This is an optimization exercise on Yosys and OpenROAD, whose aim is small area, a short achievable clock period and few clock cycles per item, not a production implementation. In this exercise RTL edits were held to simulation tests only and were not proved equivalent to the original. Power is estimated from default activity; no workload was simulated.

## flow/design.v (module list and top-level ports; edited modules follow where they fit)
// module sana_fa: 10 lines
// module sana_xnor: 7 lines
// module sana_or: 7 lines
// module sana_wen: 7 lines
// module sana_ha: 9 lines
// module sana_envbank: 1155 lines
module sana_envbank (
    input  wire        clk,
    input  wire        rst,
    input  wire        in_valid,
    output wire        in_ready,
    input  wire [2:0]  in_op,
    input  wire [1:0]  in_unit,
    input  wire [79:0] in_data,
    output reg         out_valid,
    output reg  [8:0]  out_state,
    output wire [47:0] out_value,
    output reg         out_err
);
  // ...
==> flow/flow/run.sh <==
#!/bin/bash
# Layout: the standard flow (its synthesis unchanged), with timing repair
# aiming at a shorter cycle than the 19 ns clock: the clock, the delays at the
# ports and every other constraint stay as they are. make's output goes to
# make_flow.log; ORFS keeps each step's log under orfs/logs.
set -euo pipefail
cd "$(dirname "$0")/.."
export SETUP_SLACK_MARGIN=14.0
export BUFFER_PORTS_ARGS="-buffer_cell sky130_fd_sc_hd__buf_2"
bash standard.sh > make_flow.log 2>&1
==> flow/standard.sh <==
#!/bin/bash
# synth_recipe.tcl (not shown) runs the flow's synth.tcl, then flattens the netlist and writes it again
# the make line also repeats each setting of config.mk as NAME=value (left out here)
make -C /OpenROAD-flow-scripts/flow DESIGN_CONFIG=/design/flow/config.mk WORK_HOME=/design/flow/orfs CLKGATE_MAP_FILE= SYNTH_SCRIPT=/design/flow/synth_recipe.tcl "${@:-finish}"
==> flow/config.mk <==
export PLATFORM = sky130hd
export DESIGN_NAME = sana_envbank
export DESIGN_NICKNAME = sana_envbank
export VERILOG_FILES = /design/flow/design.v
export SDC_FILE = /design/flow/constraint.sdc
export NUM_CORES = 4
export LEC_CHECK = 0
export CAP_MARGIN = 20
export CORE_MARGIN = 2
export CORE_UTILIZATION = 40
export CTS_CLUSTER_DIAMETER = 150
export CTS_CLUSTER_SIZE = 20
export SLEW_MARGIN = 20
export SYNTH_HIERARCHICAL = 1
export SYNTH_MINIMUM_KEEP_SIZE = 0
==> flow/constraint.sdc <==
create_clock -name core_clock -period 19.0 [get_ports {clk}]
set_input_delay 3.8000 -clock core_clock [delete_from_list [all_inputs] [get_ports {clk}]]
set_output_delay 3.8000 -clock core_clock [all_outputs]
set_load 0.01 [all_outputs]
==> flow_summary.toml, run 1 <==
[yosys]
synthSimpleGateAreaFrac_pct = 13.73
ys_seq_area_share_pct = 44.10
synth_top_family_by_area = "adder cells"
yosysWarnings = 7
synth_top_area_cell = "edfxtp_1"
yosys.cell_count.top_type = "nand2_1"
synth_area_leaders = "edfxtp_1 (28%), fa_1 (16%), dfxtp_1 (16%)"

[final_layout]
dominant_cells = "multi-input combinational cells"
antenna_cells = 2
clock_buffers = 57
seq-cell-share_pct = 40.60
area.growth.synth_to_final_pct = 8.804
final_common_cell = "nand2_1"
seqCellArea_mm2 = 0.01551

[global_route]
met3_usage_pct = 3.071
antenna_found_initial = 3

[floorplanning]
dieWidth_um = 300.3
die_h_um = 300.3

[timing]
postLayoutSetupSlackWorst_ns = 13.97
finalCriticalPeriod_ns = 5.027
fin_hold_ws_ns = 0.3183

[worst_setup_path]
cp.required_ns = 15.20
path_max_fanout = 3
path_cells = "buf_2"
worst-path-stages = 1

[run_status]
status = "finished clean"

[min_path]
holdCritStartpoint = "q_code[4]"
min_to = "m_code[4]"

[pwr]
pg_seq_w = 0.00143
Testbench counts, summed over its fixed seeds: cycles 36,512, items 32,000.
==> run 2, diff against run 1 <==
--- a/flow/design.v
+++ b/flow/design.v
@@ -1164,16 +1164,17 @@
             out_valid <= 1'b0;
         end else begin
             out_valid <= f_valid & f_resp;
         end
         out_err   <= f_err;
         out_state <= f_state;
     end
     assign out_value = value;
+    wire [15:0] s_d = (f_sdata & {16{~rst_q}}) | {rst_q, 15'd0};
     reg [2:0] v_ld, v_sy, v_ss, v_sr, v_s1;
     always @(*) begin
         for (k = 0; k < 3; k = k + 1) begin
             v_ld[k] = rst_q | (f_valid & (f_code[3*k +: 3] != V_HOLD) & (f_code[3*k +: 3] != V_RS));
             v_sy[k] = ~rst_q & f_valid & (f_code[3*k +: 3] == V_JOB);
             v_ss[k] = ~rst_q & f_valid & (f_code[3*k +: 3] == V_S);
             v_sr[k] = ~rst_q & f_valid & (f_code[3*k +: 3] == V_REL0);
             v_s1[k] = ~rst_q & f_valid & (f_code[3*k +: 3] == V_ONE);
@@ -1181,15 +1182,13 @@
     end
     always @(posedge clk) begin
         for (k = 0; k < 3; k = k + 1) begin
             if (v_ld[k])
                 value[16*k +: 16] <= (f_y & {16{v_sy[k]}}) | (sus[16*k +: 16] & {16{v_ss[k]}}) |
                                      (v_rel[16*k +: 16] & {16{v_sr[k]}}) | {v_s1[k], 15'd0};
             if (f_valid && f_code[3*k +: 3] == V_RS)
                 v_rel[16*k +: 16] <= value[16*k +: 16];
-            if (rst_q)
-                sus[16*k +: 16] <= ONE;
-            else if (f_valid && f_setp && f_sunit == k)
-                sus[16*k +: 16] <= f_sdata;
+            if (rst_q || (f_valid && f_setp && f_sunit == k))
+                sus[16*k +: 16] <= s_d;
         end
     end
 endmodule
==> run 2 against run 1 <==
Against the previous run:
- total power is 2.2% higher
- area after synthesis barely moved
- count of clock-buffer cells in the layout rose by 3
- via count fell by 1.5%
- combinational power up 26%
- utilization is essentially flat
- setup slack improved by 0.0063 ns
- fmax grew 0.13%
- final area is essentially flat
- register-to-register slack about the same
- highest routed layer is now met4
- routed wire length fell by 0.79%
==> flow_summary.toml, run 2 <==
[floorplanning]
core_area_mm2 = 0.08689
die_h_um = 300.3
initial_utilization_pct = 40.41
rows = 108
dieWidth_um = 300.3
pin_count = 148
dieArea_mm2 = 0.09017

[timing]
clock.fmax_mhz = 199.2
maxSlewViolCount = 0
tightestPinTransition_ns = 1.119
finalCriticalPeriod_ns = 5.021
finClkSkew_ns = 0.02862
setup_viol = 0
max-slew-margin-rel_pct = 25.16
period_share_pct = 26.42
fin_hold_ws_ns = 0.3245
setup_tns_ns = 0
hold_violations = 0
grt_setup_unrepaired = "yes"

[clock_network]
clock_sinks = 607
cts_tree = "done"
cts-htree-levels = 2
clockRootBuffer = "clkbuf_16"
clk_latency_ns = 0.60
cts.reportedPaths.clkPinSlew_ns = 0.08
cts_buffer_depth = 3
cts_made_buffers = 36

[final_layout]
final_nets = 3637
finalInstanceArea_mm2 = 0.03822
drive_gt1_share_pct = 12.11
area.growth.synth_to_final_pct = 8.859
final_cell_mix = "nand2_1 (492), edfxtp_1 (381), fa_1 (279)"
num-fill-cells = 8109
final_common_cell = "nand2_1"
stdcell_count = 4354

[worst_setup_path]
crit_buf_inv = 1
r2r-end = "t[41]"
critical_path_arrival_ns = 1.22
cp-end-kind = "output port"
cp.required_ns = 15.20
reg2reg_depth = 15
crit_type = "flip-flop to output port"
path_max_fanout = 3
start_kind = "flip-flop"
regToRegSetupSlack_ns = 14.21
path_cells = "buf_2"
slowest_stage = "edfxtp_1"
crit_family = "flip-flops"
regToRegStartpoint = "state[8]"
slowest_delay_ns = 0.46

[yosys]
syn_inst = 3154
synthFlopType = "edfxtp_1"
async_flop_share_pct = 0
synth_nets = 3620
synth.distinct_cells = 88
avgSynthCellArea_um2 = 11.13
synth_edf_count = 381
ys_ff_latch = 607
synth_top_area_cell = "edfxtp_1"
yosys.area.top_type_share_pct = 32.58
synth_area_leaders = "edfxtp_1 (33%), fa_1 (16%), dfxtp_1 (13%)"
synth_top_cells_by_count = "nand2_1 (492), edfxtp_1 (381), fa_1 (279)"
ys_seq_area_share_pct = 45.47
yosysWarnings = 7
yosys.cell_count.top_type = "nand2_1"
synthesis.area_mm2 = 0.03511

[pwr]
ir_worst_vdd_uv = 88.54
powerDensity_mw_per_mm2 = 63.12
leakage_nw = 11.78

[routing]
drt-initial-drc-count = 2436
final_antenna_net_count = 0
wl_um = 102100
drcViolationCount = 0
first_pass_iters = 6
wl_per_cell_um = 23.45
vias = 25110
viasPerCell = 5.768

[placed_design]
gp_congestion = 0.9056
placed_cells = 4246
place_area_mm2 = 0.03673
port_buffers = 147
dp_hpwl_um = 74050

[global_route]
grt_pass1_vias = 24460
overflow = 0
grt_pass1_wl_um = 154000
grt_max_degree = 47
antenna_found_initial = 1
grt_usage_pct = 22.48

[min_path]
holdCritStartpoint = "m_code[7]"
min_path_type = "flip-flop to flip-flop"
whs_path_depth = 0
min_to = "f_code[7]"

[flow_run]
drv_cap = 0

[run_status]
status = "finished clean"
==> run 2: cell types whose count changed in the layout (fill, tap and decap cells not counted), sizes merged, moves of 16 or more <==
| cell | delta |
|---|---|
| or3 | +20 |
| mux2i | -21 |
| o22ai | +28 |
| a22o | -16 |
| nand2 | -135 |
| edfxtp | +48 |
| nor2 | -27 |
| a21oi | -45 |
| nor2b | +32 |
| a221oi | +16 |
| dfxtp | -48 |
| o211ai | -20 |
==> run 2: cells by family after synthesis <==
group           share of synthesized area (%)
compound gates                          13.27
xor+xnor                                2.644
simple gates                            13.14
flops                                   45.47
fa+ha+maj                               19.46
buf+inv                                 3.592
mux                                     2.427
==> run 2: through the flow <==
step	power (W)	setup slack (ns)	utilization, %
2_1_floorplan	0.001557	13.92	-
3_3_place_gp	0.001620	13.28	42.27
3_5_place_dp	0.001621	13.25	42.27
4_1_cts	0.002426	13.95	43.74
5_1_grt	0.002489	13.94	43.99
6_report	0.002413	13.98	43.99
==> run 2: how the worst max path moves through the flow <==
stage,start,end,slack (ns),depth (start not counted)
after floorplan,in_op[2],inc_h[0],13.92,3
after global placement,in_op[1],inc_h[12],13.28,4
after detailed placement,in_op[1],inc_h[9],13.25,4
after CTS,value[36],out_value[36],13.95,1
after global routing,value[20],out_value[20],13.94,1
final,value[20],out_value[20],13.98,1
==> run 2: power by group <==
part	internal [W]	switching [W]	total, W
Sequential	0.00142	0.0000403	0.00146
Combinational	0.0000523	0.0000885	0.000141
Clock	0.000370	0.000441	0.000811
Total	0.00184	0.000569	0.00241
==> run 2: cell type report <==
type,count,area (um^2),area share [%]
Antenna cell,2,5.005,0.01309
Timing Repair Buffer,239,1505,3.938
Tap cell,1155,1445,3.781
Clock buffer,60,1012,2.648
Inverter,61,245.2,0.6416
Multi-Input combinational cell,2225,17980,47.05
Sequential cell,607,15990,41.83
Clock inverter,4,33.78,0.08839
Timing Repair inverter,1,5.005,0.01309
==> run 2: timing repair <==
| action | CTS | global route |
|---|---|---|
| hold buffers | 0 | 0 |
| gates cloned | 0 | 1 |
| buffers inserted | 25 | 16 |
| pin swaps | 1 | 0 |
| endpoints found under the setup margin | 230 | 268 |
| resized for setup | 11 | 28 |
==> run 2: layer usage <==
layer	share of wire, %	routed length [um]	track usage, %
met5	0	0	0
met1	43	43940	31.64
met2	46	47060	35.90
met3	8.1	8297	3.490
met4	2.7	2781	6.619
==> run 2: modules after synthesis (local to each module, per instance) <==
module | area, um^2 | copies in the design
sana_or | 6.256 | 39
sana_fa | 20.02 | 274
sana_envbank | 28960 | 1
sana_wen | 6.256 | 12
sana_xnor | 8.758 | 40
Testbench counts of run 2, summed over its fixed seeds: cycles 36,512, items 32,000.
==> run 3, diff against run 2 <==
--- a/flow/config.mk
+++ b/flow/config.mk
@@ -10,4 +10,5 @@
 export CORE_UTILIZATION = 40
+export CTS_BUF_LIST = sky130_fd_sc_hd__clkbuf_8
 export CTS_CLUSTER_DIAMETER = 150
-export CTS_CLUSTER_SIZE = 20
+export CTS_CLUSTER_SIZE = 12
 export SLEW_MARGIN = 20
==> run 3 against run 2 <==
Against the previous run:
- critical path depth did not move
- combinational power barely moved
- die area did not move
- total power fell by 2.9%
- critical path type unchanged
- non-clock buffer count fell by 2
- sequential power barely moved
- critical endpoint is now out_value[2]
- area after synthesis did not move
- count of clock-buffer cells in the layout fell by 2
- hold slack got worse by 0.011 ns
- still clean
- flip-flop and latch count did not move
==> flow_summary.toml, run 3 <==
[routing]
first_pass_iters = 6
vias = 25200
wl_per_cell_um = 23.49
drcViolationCount = 0
drt-initial-drc-count = 2501
viasPerCell = 5.745
wl_um = 103000
final_antenna_net_count = 0

[worst_setup_path]
path_max_fanout = 3
start_kind = "flip-flop"
regToRegStartpoint = "state[4]"
crit_buf_inv = 1
cp-end-kind = "output port"
slowest_delay_ns = 0.46
cp.required_ns = 15.20
critical_path_arrival_ns = 1.32
path_cells = "buf_2"
crit_type = "flip-flop to output port"
crit_start = "value[2]"
crit_family = "flip-flops"
slowest_stage = "edfxtp_1"

[yosys]
synth_top_family_by_area = "adder cells"
synth_nets = 3620
synthesis.area_mm2 = 0.03511
synthFlopType = "edfxtp_1"
synth.distinct_cells = 88
syn_inst = 3154
synthMuxAreaShare_pct = 2.427
yosys.area.top_type_share_pct = 32.58
avgSynthCellArea_um2 = 11.13
async_flop_share_pct = 0
yosysWarnings = 7
synthSimpleGateAreaFrac_pct = 13.14
yosys.cell_count.top_type = "nand2_1"
synth-compound-area-share_pct = 13.27
synth_top_area_cell = "edfxtp_1"
ys_seq_area_share_pct = 45.47
ys_ff_latch = 607
synth_xor_area_share_pct = 2.644
synth_top_cells_by_count = "nand2_1 (492), edfxtp_1 (381), fa_1 (279)"
synth_area_leaders = "edfxtp_1 (33%), fa_1 (16%), dfxtp_1 (13%)"
synthAdderAreaFrac_pct = 19.46
synth_edf_count = 381

[timing]
finClkSkew_ns = 0.02530
grt_setup_unrepaired = "yes"
hold_violations = 0
setup_viol = 0
setup_tns_ns = 0
period_share_pct = 26.97
maxSlewViolCount = 0
finalCriticalPeriod_ns = 5.124
max-slew-margin-rel_pct = 25.63
fin_hold_ws_ns = 0.3131
tightestPinTransition_ns = 1.112
clock.fmax_mhz = 195.2

[final_layout]
final_common_cell = "nand2_1"
area.growth.synth_to_final_pct = 8.656
final_cell_mix = "nand2_1 (492), edfxtp_1 (381), fa_1 (279)"
final_nets = 3655
num-fill-cells = 8146
drive_gt1_share_pct = 12.53

[min_path]
holdCritStartpoint = "f_err"
min_path_type = "flip-flop to flip-flop"

[floorplanning]
initial_utilization_pct = 40.41
dieWidth_um = 300.3
rows = 108
core_area_mm2 = 0.08689
die_h_um = 300.3
dieArea_mm2 = 0.09017
pin_count = 148

[flow_run]
drv_cap = 0

[global_route]
antenna_found_initial = 1
grt_max_degree = 47
busiest_layer = "met2"
gr-usage-met1_pct = 31.92
grt_usage_pct = 22.65
met3_usage_pct = 3.649
overflow = 0
grt_pass1_vias = 24700
grtUsageMet2_pct = 36.11
grt_pass1_wl_um = 155500

[placed_design]
gp_congestion = 0.9056
dp_hpwl_um = 74050
port_buffers = 147

[pwr]
ir_worst_vdd_uv = 62.17
powerDensity_mw_per_mm2 = 61.40
leakage_nw = 11.92

[run_status]
status = "finished clean"

[clock_network]
cts_made_buffers = 56
cts_buffer_depth = 3
clockRootBuffer = "clkbuf_8"
cts_tree = "done"
clock_sinks = 607
cts.reportedPaths.clkPinSlew_ns = 0.10
cts-htree-levels = 2
clk_latency_ns = 0.69
[run 3: changes by cell type in the layout (fill, tap and decap cells not counted), sizes merged]
| cell | delta |
|---|---|
| buf | -2 |
| clkbuf | -2 |
| clkinv | +1 |
| clkinvlp | -1 |
| diode | -1 |
| inv | +38 |
[run 3: modules after synthesis, one instance, submodules excluded]
| module | times used | cell area (um^2) | cells inside |
|---|---|---|---|
| sana_envbank | 1 | 28960 | 2789 |
| sana_or | 39 | 6.256 | 1 |
| sana_fa | 274 | 20.02 | 1 |
| sana_wen | 12 | 6.256 | 1 |
| sana_xnor | 40 | 8.758 | 1 |
[run 3: per-stage QoR]
stage / power [W] / area, um^2 / setup slack (ns) / utilization [%] / instances
2_1_floorplan: 0.001557 / 35130 / 13.92 / - / 3154
3_5_place_dp: 0.001621 / 36730 / 13.25 / 42.27 / 4246
4_1_cts: 0.002353 / 37940 / 13.83 / 43.67 / 4372
6_report: 0.002342 / 38150 / 13.88 / 43.91 / 4387
5_1_grt: 0.002426 / 38150 / 13.82 / 43.91 / 4387
3_3_place_gp: 0.001620 / 36730 / 13.28 / 42.27 / 4246
[run 3: area by class of cell]
cell class / instances / area [um^2] / share of cell area [%]
antenna: 1 / 2.502 / 0.006559
clock buffer: 58 / 798.3 / 2.092
tap: 1155 / 1445 / 3.788
timing repair inverter: 1 / 5.005 / 0.01312
clock inverter: 42 / 166.4 / 0.4362
inverter: 61 / 245.2 / 0.6428
sequential: 607 / 15990 / 41.91
multi-input combinational: 2225 / 17970 / 47.12
timing repair buffer: 237 / 1524 / 3.995
[run 3: final timing paths]
path                        to  slack (ns)  cells past startpoint
setup / recovery  out_value[2]       13.88                      1
hold / removal         out_err        0.31                      0
hold reg to reg        out_err        0.31                      0
setup reg to reg    q_state[3]       14.15                     16
[run 3: where the power goes]
part | internal [W] | switching, W | total [W]
Sequential | 0.00142 | 0.0000404 | 0.00146
Clock | 0.000283 | 0.000457 | 0.000740
Combinational | 0.0000531 | 0.0000879 | 0.000141
[run 3: repair_timing]
item / 4_1_cts / 5_1_grt
gates resized for setup: 15 / 31
hold buffers: 0 / 0
gates cloned: 0 / 1
buffers inserted: 26 / 13
setup endpoints to repair: 82 / 106
pin swaps: 1 / 0
[run 3: kinds of logic (layout without fill, tap and decap cells)]
| logic type | count (synthesis) | after routing |
|---|---|---|
| fa+ha+maj | 379 | 379 |
| xor+xnor | 106 | 106 |
| compound gates | 662 | 662 |
| flops | 607 | 607 |
| mux | 81 | 81 |
| buf+inv | 322 | 399 |
| other cells | 0 | 1 |
| simple gates | 997 | 997 |
[run 3: routing by layer]
layer	wire, um	vias up
li1	-	11300
met1	43630	12520
met2	47340	1220
met3	9333	166
met4	2730	0
met5	0	-

[static timing again, ports no longer ideal]
The results above use ideal ports. As a check the final layouts listed here were re-extracted and re-timed, cells and wires unchanged. Step 1, drivers: a clkbuf_16 drives clk and a buf_2 each remaining input, both assumed. Step 2, shift: input delay + t, output delay - t, t = (earliest + latest rising clock arrival at the registers) / 2. This alone moves slack from input paths to output paths. a / b / c = no drivers / after step 1 / after step 2; a / b = the first two.
run	t (ns)	setup slack, ns	cell pins on the clock port's net
run 1	0.637	13.973 / 13.911 / 13.551	1
run 2	0.649	13.980 / 13.917 / 13.607	1
run 3	0.737	13.876 / 13.819 / 13.363	1
After both steps setup and hold are still met in every run listed. For run 3, which loses most, drivers alone change the setup slack by -0.057 ns; drivers and shift together by -0.513 ns.
